This is an optimization exercise on Yosys and OpenROAD, whose aim is small area, not a production implementation.
In this exercise RTL edits were held to simulation tests only and were not proved equivalent to the original.
Power is estimated from default activity; no workload was simulated. The flow treats the clock pin as an ideal source, which a real chip does not have.

==> maple: inputs <==
==> flow/design.v (excerpt) <==
module fsync (
    input  wire        clk,
    input  wire        rst,            
    input  wire        in_valid,
    input  wire [7:0]  in_data,
    output wire        in_ready,
    input  wire        fsm_reset,      
    input  wire        stat_clr,       
    output wire        ev_valid,
    input  wire        ev_ready,
    output wire [1:0]  ev_type,        
    output wire [1:0]  ev_version,
    output wire [7:0]  ev_direction,
    output wire [15:0] ev_code,
    output wire [15:0] ev_size,
    output wire [7:0]  ev_data,
    output wire        err_resource
);
  localparam integer RLB = 8;              
  localparam integer RL  = 1 << RLB;       
  localparam integer NR  = 256 / RL;       
  localparam [3:0] S_IDLE       = 4'd0,
                   S_SAW_DOLLAR = 4'd1,
                   S_DIRECTION  = 4'd2,
                   S_V1_LENGTH  = 4'd3,
                   S_V1_CODE    = 4'd4,
                   S_PAYLOAD    = 4'd5,
                   S_CKS        = 4'd6,
                   S_V2_FLAG    = 4'd7,
                   S_V2_CODE_LO = 4'd8,
  ...
==> flow/config.mk <==
export PLATFORM = sky130hd
export DESIGN_NAME = fsync
export DESIGN_NICKNAME = fsync
export VERILOG_FILES = /design/flow/design.v
export SDC_FILE = /design/flow/constraint.sdc
export NUM_CORES = 4
export LEC_CHECK = 0
export ABC_AREA = 1
export CAP_MARGIN = 20
export CORE_MARGIN = 2
export CORE_UTILIZATION = 40
export SLEW_MARGIN = 20
==> flow/constraint.sdc <==
create_clock -name core_clock -period 10.0 [get_ports {clk}]
set_input_delay 2.0000 -clock core_clock [delete_from_list [all_inputs] [get_ports {clk}]]
set_output_delay 2.0000 -clock core_clock [all_outputs]
set_load 0.01 [all_outputs]
standard.sh (not shown) runs the stock make flow with config.mk's settings and CLKGATE_MAP_FILE= SYNTH_SCRIPT=/design/flow/synth_recipe.tcl, a recipe that flattens the netlist after the stock synthesis.
==> flow/flow/run.sh <==
#!/bin/bash
set -euo pipefail
export CTS_ARGS="-sink_clustering_enable -repair_clock_nets -sink_clustering_size 32 -sink_clustering_max_diameter 100 -buf_list sky130_fd_sc_hd__clkbuf_16 -dont_use_dummy_load"
export BUFFER_PORTS_ARGS="-buffer_cell sky130_fd_sc_hd__buf_1"
bash standard.sh finish > standard_flow.log 2>&1
==> lagoon (differences from maple) <==
--- a/flow/design.v
+++ b/flow/design.v
@@ -57,14 +57,13 @@
   reg [7:0]     acc;          
   reg [RLB-1:0] phase;        
   reg           dfull;        
   reg           err_res;
   wire       accept = in_valid && in_ready && !fsm_reset;
   wire [7:0] b      = in_data;
-  wire       first    = (fstate == S_V1_LENGTH) || (fstate == S_V2_FLAG);
-  wire [7:0] acc_x    = (first ? 8'h00 : acc) ^ b;
+  wire [7:0] acc_x    = acc ^ b;      
   wire [7:0] acc_crc;
   fsync_crc8_rom u_crc (.addr(acc_x), .data(acc_crc));
   wire [7:0] acc_next = v2 ? acc_crc : acc_x;
   wire       is_dir   = (b == 8'h3C) || (b == 8'h3E) || (b == 8'h21);
   wire [8:0] cnt_inc   = cnt + 1'b1;
   wire       cnt_end   = &cnt;
@@ -139,12 +138,13 @@
               v2     <= 1'b1;
               fstate <= S_DIRECTION;
             end else
               fstate <= S_IDLE;
           S_DIRECTION:
             if (is_dir) begin
+              acc    <= 8'h00;
               dir21  <= (b == 8'h21);
               dir3e  <= (b == 8'h3E);
               fstate <= v2 ? S_V2_FLAG : S_V1_LENGTH;
             end else
               fstate <= S_IDLE;
           S_V1_LENGTH: begin
==> flow/flow/run.sh (replaced) <==
#!/bin/bash
set -euo pipefail
cd "$(dirname "$0")/.."
export CTS_ARGS="-sink_clustering_enable -repair_clock_nets -sink_clustering_size 34 -sink_clustering_max_diameter 80 -buf_list sky130_fd_sc_hd__clkbuf_16 -dont_use_dummy_load"
export BUFFER_PORTS_ARGS="-buffer_cell sky130_fd_sc_hd__buf_1"
R=orfs/results/${FLOW_PLATFORM:-sky130hd}/fsync/base
bash standard.sh synth > standard_synth.log 2>&1
cp "$R/1_2_yosys.v" standard_1_2_yosys.v
YOSYS=$(command -v yosys || echo "$FLOW_HOME/../tools/install/yosys/bin/yosys")
REMAP_LIB="$FLOW_HOME/platforms/${FLOW_PLATFORM:-sky130hd}/lib/sky130_fd_sc_hd__tt_025C_1v80.lib" \
REMAP_IN=standard_1_2_yosys.v REMAP_OUT=remapped.v REMAP_TOP="${FLOW_TOP:-fsync}" \
  "$YOSYS" -c flow/remap.tcl > yosys_remap.log 2>&1
cp remapped.v "$R/1_2_yosys.v"
touch "$R/1_2_yosys.v"
bash standard.sh finish > standard_finish.log 2>&1
==> flow/flow/remap.tcl (new file) <==
# Re-map the combinational logic of the standard synthesis netlist for area.
# Flip-flop cells are black boxes, so every register keeps the instance name
# and cell type the standard synthesis gave it; only the gates between the
# registers are re-mapped for area (ABC: deepsyn restructuring, then choice
# computation and area-oriented mapping; without the speed script's buffering
# and up-sizing). Don't-use cells stay unused.
set lib $::env(REMAP_LIB)
yosys read_liberty -ignore_miss_func $lib
yosys blackbox sky130_fd_sc_hd__*df* sky130_fd_sc_hd__*dl*
yosys read_verilog $::env(REMAP_IN)
yosys hierarchy -top $::env(REMAP_TOP)
yosys flatten
yosys techmap
yosys opt -purge
set du {}
foreach c {sky130_fd_sc_hd__lpflow_bleeder_1 sky130_fd_sc_hd__lpflow_clkbufkapwr_1 sky130_fd_sc_hd__lpflow_clkbufkapwr_16 sky130_fd_sc_hd__lpflow_clkbufkapwr_2 sky130_fd_sc_hd__lpflow_clkbufkapwr_4 sky130_fd_sc_hd__lpflow_clkbufkapwr_8 sky130_fd_sc_hd__lpflow_clkinvkapwr_1 sky130_fd_sc_hd__lpflow_clkinvkapwr_16 sky130_fd_sc_hd__lpflow_clkinvkapwr_2 sky130_fd_sc_hd__lpflow_clkinvkapwr_4 sky130_fd_sc_hd__lpflow_clkinvkapwr_8 sky130_fd_sc_hd__lpflow_decapkapwr_12 sky130_fd_sc_hd__lpflow_decapkapwr_3 sky130_fd_sc_hd__lpflow_decapkapwr_4 sky130_fd_sc_hd__lpflow_decapkapwr_6 sky130_fd_sc_hd__lpflow_decapkapwr_8 sky130_fd_sc_hd__lpflow_inputiso0n_1 sky130_fd_sc_hd__lpflow_inputiso0p_1 sky130_fd_sc_hd__lpflow_inputiso1n_1 sky130_fd_sc_hd__lpflow_inputiso1p_1 sky130_fd_sc_hd__lpflow_inputisolatch_1 sky130_fd_sc_hd__lpflow_isobufsrc_1 sky130_fd_sc_hd__lpflow_isobufsrc_16 sky130_fd_sc_hd__lpflow_isobufsrc_2 sky130_fd_sc_hd__lpflow_isobufsrc_4 sky130_fd_sc_hd__lpflow_isobufsrc_8 sky130_fd_sc_hd__lpflow_isobufsrckapwr_16 sky130_fd_sc_hd__lpflow_lsbuf_lh_hl_isowell_tap_1 sky130_fd_sc_hd__lpflow_lsbuf_lh_hl_isowell_tap_2 sky130_fd_sc_hd__lpflow_lsbuf_lh_hl_isowell_tap_4 sky130_fd_sc_hd__lpflow_lsbuf_lh_isowell_4 sky130_fd_sc_hd__lpflow_lsbuf_lh_isowell_tap_1 sky130_fd_sc_hd__lpflow_lsbuf_lh_isowell_tap_2 sky130_fd_sc_hd__lpflow_lsbuf_lh_isowell_tap_4 sky130_fd_sc_hd__probe_p_8 sky130_fd_sc_hd__probec_p_8 } { lappend du -dont_use $c }
yosys abc -script {+strash;&get,-n;&deepsyn,-T,30;&put;dch,-f;amap} -liberty $lib {*}$du
yosys setundef -zero
yosys hilomap -singleton -hicell sky130_fd_sc_hd__conb_1 HI -locell sky130_fd_sc_hd__conb_1 LO
yosys rename -hide w:*
yosys opt_clean -purge
yosys splitnets
yosys insbuf -buf sky130_fd_sc_hd__buf_1 A X
yosys opt_clean -purge
yosys rename -enumerate
yosys stat -liberty $lib
yosys write_verilog -noattr -noexpr -nohex -nodec $::env(REMAP_OUT)
Settings changed: ABC_AREA 1 to not set.
==> out/qor.json <==
{
  "clocking": {
    "total_clock_buffers_created_by_cts": 76
  },
  "detailed_routing": {
    "routed_wirelength_um": 50400
  },
  "global_route": {
    "first_global_vias": 15300,
    "grt_usage_pct": 9.04,
    "grt_pass1_wl_um": 83300,
    "grt.met2_usage_pct": 13.0
  },
  "finish": {
    "nNonClkBuffers": 59,
    "final_layout_clock_cell_area_share_pct": 3.95
  },
  "pwr": {
    "power.share.clock_pct": 29.7
  },
  "worst_setup_path": {
    "worst_path_largest_cell_delay_ps": 760
  },
  "status": {
    "run_status": "no timing/DRC/antenna violations"
  },
  "die": {
    "fp.dieArea_um2": 113000
  },
  "timing": {
    "timing.fmax_mhz": 179
  },
  "placed_design": {
    "detailedPlace.worstSlack_ps": 4250
  }
}
That was lagoon.
==> out/qor.json <==
{
  "global_route": {
    "grt_usage_pct": 8.42,
    "grt_pass1_wl_um": 81500,
    "first_global_vias": 15500,
    "grt.met2_usage_pct": 10.5
  },
  "detailed_routing": {
    "routed_wirelength_um": 48300
  },
  "pwr": {
    "power.share.clock_pct": 29.3,
    "fin_total_pwr_mw": 12.3
  },
  "finish": {
    "nNonClkBuffers": 58
  },
  "worst_setup_path": {
    "worst_path_largest_cell_delay_ps": 560
  },
  "status": {
    "run_status": "no timing/DRC/antenna violations"
  },
  "placed_design": {
    "detailedPlace.worstSlack_ps": 5560
  }
}
That was maple.

[re-timing with driven ports]
No port has a modelled driver above. Below, the same layouts with a new extraction and two added sets of constraints. Step 1, drivers: a clkbuf_16 drives clk and a buf_2 each remaining input, both assumed. Step 2 adds t to the input delays and takes it off the output delays; t is the mean of the earliest and latest rising clock arrival at the registers after step 1. Input paths then give back, and output paths get back, about the clock's delay inside the block. a / b / c = ideal ports / drivers / drivers and shift; a / b = the first two.
run	shift t [ns]	setup WS [ns]	hold slack, ns
maple	0.680	5.593 / 5.534 / 5.615	0.283 / 0.283 / 0.283
lagoon	0.677	4.402 / 4.402 / 4.162	0.278 / 0.278 / 0.278
After both steps every run listed still meets setup and hold. The setup slack of lagoon, which loses most, moves by 0.000 ns with the drivers and by -0.240 ns with both steps.
